Background: an optimization exercise with open tools, aiming at small area, a short achievable clock period and few clock cycles. Do not read the settings as production practice. At most, simulation tests tie the RTL to the original design; equivalence was not proved. No activity file was given, so power comes from the tool's default toggle rates.

==> inputs of run P <==
## wzwave_fbs
module wzwave_fbs (
    input  wire        clk,
    input  wire        rst,
    input  wire        in_valid,
    input  wire [7:0]  in_data,
    output wire        in_ready,
    output wire        out_valid,
    input  wire        out_ready,
    output wire        out_hdr,
    output wire        out_last,
    output wire [3:0]  out_type,
    output wire [71:0] out_data
);
clock: 10.0 ns
lec_check: 0
cap_margin: 20
core_margin: 2
core_utilization: 40
slew_margin: 20
run.sh (not shown) runs the stock make flow with config.mk's settings and CLKGATE_MAP_FILE= SYNTH_SCRIPT=/design/flow/synth_recipe.tcl, a recipe that flattens the netlist after the stock synthesis.
==> run C: changes against run P <==
--- a/flow/config.mk
+++ b/flow/config.mk
@@ -10,2 +10,3 @@
 export CORE_UTILIZATION = 40
+export SETUP_SLACK_MARGIN = 5
 export SLEW_MARGIN = 20
==> flow_summary.toml <==
[run_status]
status = "finished clean"

[final_layout]
clock_buffers = 308
nets = 5218

[routing]
via_per_inst = 5.15

[placement]
gp_congestion = 0.892
-- figures above: run P

==> flow_summary.toml <==
[run_status]
status = "finished clean"

[synthesis]
syn_area_sq_um = 79100

[final_layout]
clock_buffers = 314

[routing]
via_per_inst = 5.16
-- figures above: run C

Testbench counts of run P, summed over its fixed seeds: cycles 32,570.
Testbench counts of run C, summed over its fixed seeds: cycles 32,570.


==> 12-23 <==
wzwave_fbs, a different RTL version from the one above (not shown whole).
==> flow/config.mk <==
export PLATFORM = sky130hd
export DESIGN_NAME = wzwave_fbs
export DESIGN_NICKNAME = wzwave_fbs
export VERILOG_FILES = /design/flow/design.v
export SDC_FILE = /design/flow/constraint.sdc
export NUM_CORES = 4
export LEC_CHECK = 0
export CAP_MARGIN = 20
export CORE_MARGIN = 2
export CORE_UTILIZATION = 40
export SLEW_MARGIN = 20
export SYNTH_HIERARCHICAL = 1
==> flow/constraint.sdc <==
create_clock -name core_clock -period 10.0 [get_ports {clk}]
set_input_delay 2.0000 -clock core_clock [delete_from_list [all_inputs] [get_ports {clk}]]
set_output_delay 2.0000 -clock core_clock [all_outputs]
set_load 0.01 [all_outputs]
standard.sh (not shown) runs the stock make flow with config.mk's settings and CLKGATE_MAP_FILE= SYNTH_SCRIPT=/design/flow/synth_recipe.tcl, a recipe that flattens the netlist after the stock synthesis.
==> flow/flow/run.sh <==
#!/bin/bash
# The standard layout (the standard.sh: ORFS synthesis through finish) with a
# tighter timing-repair target: repair_timing aims at a setup slack of
# SETUP_SLACK_MARGIN ns at the design's clock period, may resize cells across
# footprints, and the port buffers start out as buf_4 cells.
set -euo pipefail
bash standard.sh SETUP_SLACK_MARGIN=6.6 MATCH_CELL_FOOTPRINT=0 \
    "BUFFER_PORTS_ARGS=-buffer_cell sky130_fd_sc_hd__buf_4" finish > standard.log 2>&1
==> inputs of 11-10, as changes to 12-23 <==
--- a/flow/design.v
+++ b/flow/design.v
@@ -207,11 +207,10 @@
     reg  [7:0] rq;
     reg        tq_v;
     reg  [3:0] tq_act;
     reg        tq_nf;         
     reg        tq_msk;
-    reg        tq_len;
     reg  [3:0] tq_code;
     reg        tq_last;
     reg  [4:0] tq_j;
     reg  [7:0] e_L;
     reg  [7:0] cacc;
@@ -221,11 +220,11 @@
     reg         o_valid, o_hdr, o_last;
     reg  [3:0]  o_type;
     reg  [65:0] od;
     reg  [31:0] as;           
     wire        ofree = !o_valid || out_ready;
-    wire [7:0] L_f = (tq_v && tq_len) ? rq : e_L;
+    reg  [7:0] i_L;           
     reg  [3:0] s_act;
     reg  [4:0] s_j;
     always @(*) begin
         s_act  = A_NOP;
         s_j    = i_k[4:0];
@@ -238,11 +237,11 @@
                 C_ROUT: begin s_act = A_MSK; s_j = 5'd0; end
                 C_UPD:  s_act = (i_h == 3'd0) ? A_LEN : (i_h == 3'd1) ? A_SH0 : A_HDR;
                 C_CMD:  s_act = (i_h == 3'd0) ? A_LEN : (i_h == 3'd1) ? A_SH0 :
                                 (i_h == 3'd2) ? A_SH : A_HDR;
                 C_OPQ:  s_act = (i_h == 3'd0) ? A_LEN : (i_h == 3'd1) ? A_SH0 : A_HDR;
-                C_VER:  s_act = (i_h == 3'd0) ? A_LEN : (i_h == 3'd3) ? A_HDR : A_NOP;
+                C_VER:  s_act = (i_h == 3'd0) ? A_LEN : (i_h == 3'd1) ? A_NOP : A_HDR;
                 C_NPI:  s_act = (i_h == 3'd0) ? A_LEN : (i_h == 3'd1) ? A_SH0 :
                                 (i_h == 3'd5) ? A_HDR : A_SH;
                 C_MIS:  s_act = A_LEN;
                 C_MAL:  s_act = (i_h == 3'd0) ? A_LEN : (i_h == 3'd1) ? A_SH0 : A_HDR;
                 default: s_act = A_NOP;
@@ -265,55 +264,53 @@
         n_h    = i_h + 3'd1;
         n_k    = i_k + 8'd1;
         n_end  = i_end;
         n_rd   = 1'b1;
         s_dsel = 8'd0;
-        n_last = (i_code == C_MIS) ? (i_k + 8'd1 == L_f - 8'd1) : (i_k + 8'd1 == i_end);
+        n_last = (i_code == C_MIS) ? (i_k + 8'd1 == i_L - 8'd1) : (i_k + 8'd1 == i_end);
         if (!i_ph) begin
             n_k    = 8'd0;
             n_last = 1'b0;
             case (i_code)
                 C_SCB: n_last = 1'b1;
                 C_MEM: n_last = (i_h == 3'd3);
                 C_INIT: if (i_h == 3'd2) begin n_ph = 1'b1; n_end = 8'd28; end
                 C_ROUT: begin n_ph = 1'b1; n_k = 8'd1; n_end = 8'd28; end
                 C_UPD: begin
                     if (i_h == 3'd0) s_dsel = 8'hFE;                     
-                    if (i_h == 3'd1) n_last = (L_f == 8'd5);
+                    if (i_h == 3'd1) n_last = (i_L == 8'd5);
                     if (i_h == 3'd2) begin
-                        n_ph = 1'b1; n_end = e_L - 8'd6; n_last = (e_L == 8'd6);
+                        n_ph = 1'b1; n_end = i_L - 8'd6; n_last = (i_L == 8'd6);
                     end
                 end
                 C_CMD: begin
                     if (i_h == 3'd0) s_dsel = 8'hFE;
-                    if (i_h == 3'd2) n_last = (L_f == 8'd6);
+                    if (i_h == 3'd2) n_last = (i_L == 8'd6);
                     if (i_h == 3'd3) begin
-                        n_ph = 1'b1; n_end = e_L - 8'd7; n_last = (e_L == 8'd7);
+                        n_ph = 1'b1; n_end = i_L - 8'd7; n_last = (i_L == 8'd7);
                     end
                 end
                 C_OPQ: begin
-                    if (i_h == 3'd1) n_last = (L_f == 8'd3);
+                    if (i_h == 3'd1) n_last = (i_L == 8'd3);
                     if (i_h == 3'd2) begin
-                        n_ph = 1'b1; n_end = e_L - 8'd4; n_last = (e_L == 8'd4);
+                        n_ph = 1'b1; n_end = i_L - 8'd4; n_last = (i_L == 8'd4);
                     end
                 end
                 C_VER: begin
-                    if (i_h == 3'd0 || i_h == 3'd1) begin                
-                        s_dsel = 8'd1; n_rd = 1'b0;
+                    if (i_h == 3'd0) begin s_dsel = 8'd1; n_rd = 1'b0; end  
+                    if (i_h == 3'd1) begin                               
+                        s_dsel = 8'd2 - i_L;
+                        n_last = (i_L == 8'd4);
                     end
                     if (i_h == 3'd2) begin                               
-                        s_dsel = 8'd2 - e_L;
-                        n_last = (e_L == 8'd4);
-                    end
-                    if (i_h == 3'd3) begin                               
-                        n_ph = 1'b1; n_end = e_L - 8'd5; n_last = (e_L == 8'd5);
-                        s_dsel = e_L - 8'd3;
+                        n_ph = 1'b1; n_end = i_L - 8'd5; n_last = (i_L == 8'd5);
+                        s_dsel = i_L - 8'd3;
                     end
                 end
                 C_NPI: begin
                     if (i_h == 3'd0) s_dsel = 8'hFE;                     
-                    if (i_h == 3'd2) s_dsel = 8'd8 - e_L;                
+                    if (i_h == 3'd2) s_dsel = 8'd8 - i_L;                
                     n_last = (i_h == 3'd4);
                 end
                 C_MIS: n_ph = 1'b1;
                 C_MAL: n_last = (i_h == 3'd1);
                 default: ;
@@ -341,13 +338,23 @@
     wire       mr_le1  = ((m_rest & (m_rest - 8'd1)) == 8'd0);
     wire       rfirst  = (tq_code == C_ROUT) && (tq_j == 5'd0) && !cmv;
     wire c_go = fin ? !tq_v : (!tq_v || tq_nf || !tq_msk || m_le1);
     wire c_st = fin ? !tq_v : (!tq_v || tq_nf);
     wire c_done = ofree ? c_go : c_st;
-    wire ifire = c_done && i_v && (aligned || !i_rd);
-    wire inext = c_done && (!i_v || (ifire && i_last));    
+    reg        t2_v;
+    reg  [7:0] rq2;
+    reg  [3:0] t2_act, t2_code;
+    reg        t2_nf, t2_msk, t2_last;
+    reg  [4:0] t2_j;
+    wire froom = !(tq_v && t2_v);
+    wire ifire = i_v && (i_rd ? (froom && aligned) : 1'b1);
+    wire push  = ifire && i_rd;
+    wire inext = !i_v || (ifire && i_last);                
     assign qpop = inext && qne;
+    wire hmove = !tq_v || c_done;                           
+    wire [3:0] s_nfx = {(s_act == A_NOP) || (s_act == A_LEN) || (s_act == A_XOR) ||
+                        (s_act == A_SH0) || (s_act == A_SH), (s_act == A_MSK), 2'b00};
     function first_last(input [3:0] code);
         case (code)
             C_CTL, C_BAD, C_SUC, C_SEND, C_RNI: first_last = 1'b1;
             default: first_last = 1'b0;
         endcase
@@ -358,24 +365,50 @@
     wire [7:0] sel_nx;
     wzwave_fbs_sel3 #(.W(8)) u_sel (.s1(inext), .a(sel_n), .s2(ifire), .b(sel_f),
                                    .c(sel_h), .y(sel_nx));
     always @(posedge clk) begin
         sel <= sel_nx;
+        if (ifire && s_act == A_LEN) i_L <= rdat;
         if (rst) begin
-            i_v  <= 1'b0;
             tq_v <= 1'b0;
-        end else if (c_done) begin
-            rq      <= rdat;
-            tq_v    <= ifire;
-            tq_act  <= s_act;
-            tq_nf   <= (s_act == A_NOP) || (s_act == A_LEN) || (s_act == A_XOR) ||
-                       (s_act == A_SH0) || (s_act == A_SH);
-            tq_len  <= (s_act == A_LEN);
-            tq_msk  <= (s_act == A_MSK);
-            tq_code <= i_code;
-            tq_last <= i_last;
-            tq_j    <= s_j;
+            t2_v <= 1'b0;
+        end else if (hmove) begin
+            if (t2_v) begin
+                rq      <= rq2;
+                tq_v    <= 1'b1;
+                tq_act  <= t2_act;
+                tq_nf   <= t2_nf;
+                tq_msk  <= t2_msk;
+                tq_code <= t2_code;
+                tq_last <= t2_last;
+                tq_j    <= t2_j;
+            end else begin
+                rq      <= rdat;
+                tq_v    <= push;
+                tq_act  <= s_act;
+                tq_nf   <= s_nfx[3];
+                tq_msk  <= s_nfx[2];
+                tq_code <= i_code;
+                tq_last <= i_last;
+                tq_j    <= s_j;
+            end
+            t2_v <= t2_v && push;
+        end else if (push) begin
+            t2_v <= 1'b1;
+        end
+        if ((hmove && t2_v) || (!hmove && push)) begin
+            rq2     <= rdat;
+            t2_act  <= s_act;
+            t2_nf   <= s_nfx[3];
+            t2_msk  <= s_nfx[2];
+            t2_code <= i_code;
+            t2_last <= i_last;
+            t2_j    <= s_j;
+        end
+        if (rst) begin
+            i_v  <= 1'b0;
+        end else begin
             if (inext) begin
                 i_v    <= qne;
                 i_code <= qh_code;
                 i_s    <= qh_s;
                 i_ph   <= 1'b0;
--- a/flow/config.mk
+++ b/flow/config.mk
@@ -6,7 +6,9 @@
 export NUM_CORES = 4
 export LEC_CHECK = 0
 export CAP_MARGIN = 20
 export CORE_MARGIN = 2
 export CORE_UTILIZATION = 40
+export CTS_CLUSTER_DIAMETER = 60
+export CTS_CLUSTER_SIZE = 24
 export SLEW_MARGIN = 20
 export SYNTH_HIERARCHICAL = 1
==> comparison table <==
Outcome: 12-23 finished clean; 11-10 finished clean
Slew @ Worst Pin: 12-23 1270 ps; 11-10 1050 ps
Routed Wire Length: 12-23 156,000 um; 11-10 168,000 um
Fraction of power spent switching nets: 12-23 26.1%; 11-10 29.2%
Placeable core region: 12-23 192,000 um^2; 11-10 195,000 um^2
Relative area of non-clock buffer cells in the final design: 12-23 3.18%; 11-10 3.60%
Die span in x: 12-23 444 um; 11-10 448 um
Initial core utilization: 12-23 40.2%; 11-10 40.3%
Total clock sinks: 12-23 2,541; 11-10 2,573
Worst reg2reg setup slack: 12-23 6600 ps; 11-10 6690 ps
#FFs+latches synth: 12-23 2,541; 11-10 2,573
Die Outline Area: 12-23 197,000 um^2; 11-10 201,000 um^2
CP max stage delay: 12-23 490 ps; 11-10 440 ps
Final HPWL from detailed placement: 12-23 92,600 um; 11-10 103,000 um
Multi-input gates: 12-23 2,198; 11-10 2,437
Testbench counts of 11-10, summed over its fixed seeds: cycles 31,867.
Function not checked in 12-23: the RTL went through the layout flow alone.

[re-timing with driven ports]
The results above use ideal ports. As a check the final layouts listed here were re-extracted and re-timed, cells and wires unchanged. Step 1 sets driving cells, clkbuf_16 on the clock port and buf_2 on the other inputs (assumed; they add their load-dependent delay and slew). Step 2 adds t to the input delays and takes it off the output delays; t is the mean of the earliest and latest rising clock arrival at the registers after step 1. Input paths then give back, and output paths get back, about the clock's delay inside the block. a / b / c = ideal / step 1 / step 2; a / b = the first two.
run | t (ns) | setup WS [ns] | worst slew at a driven data input, ns
run P | 0.906 | 3.776 / 3.776 / 3.776 | 0.05
run C | 0.911 | 4.735 / 4.735 / 4.438 | 0.04
12-23 | 0.898 | 6.495 / 6.415 / 5.820 | 0.06
11-10 | 0.893 | 6.605 / 6.519 / 5.807 | 0.05
After both steps setup and hold are still met in every run listed. The setup slack of 11-10, which loses most, moves by -0.086 ns with the drivers and by -0.798 ns with both steps.
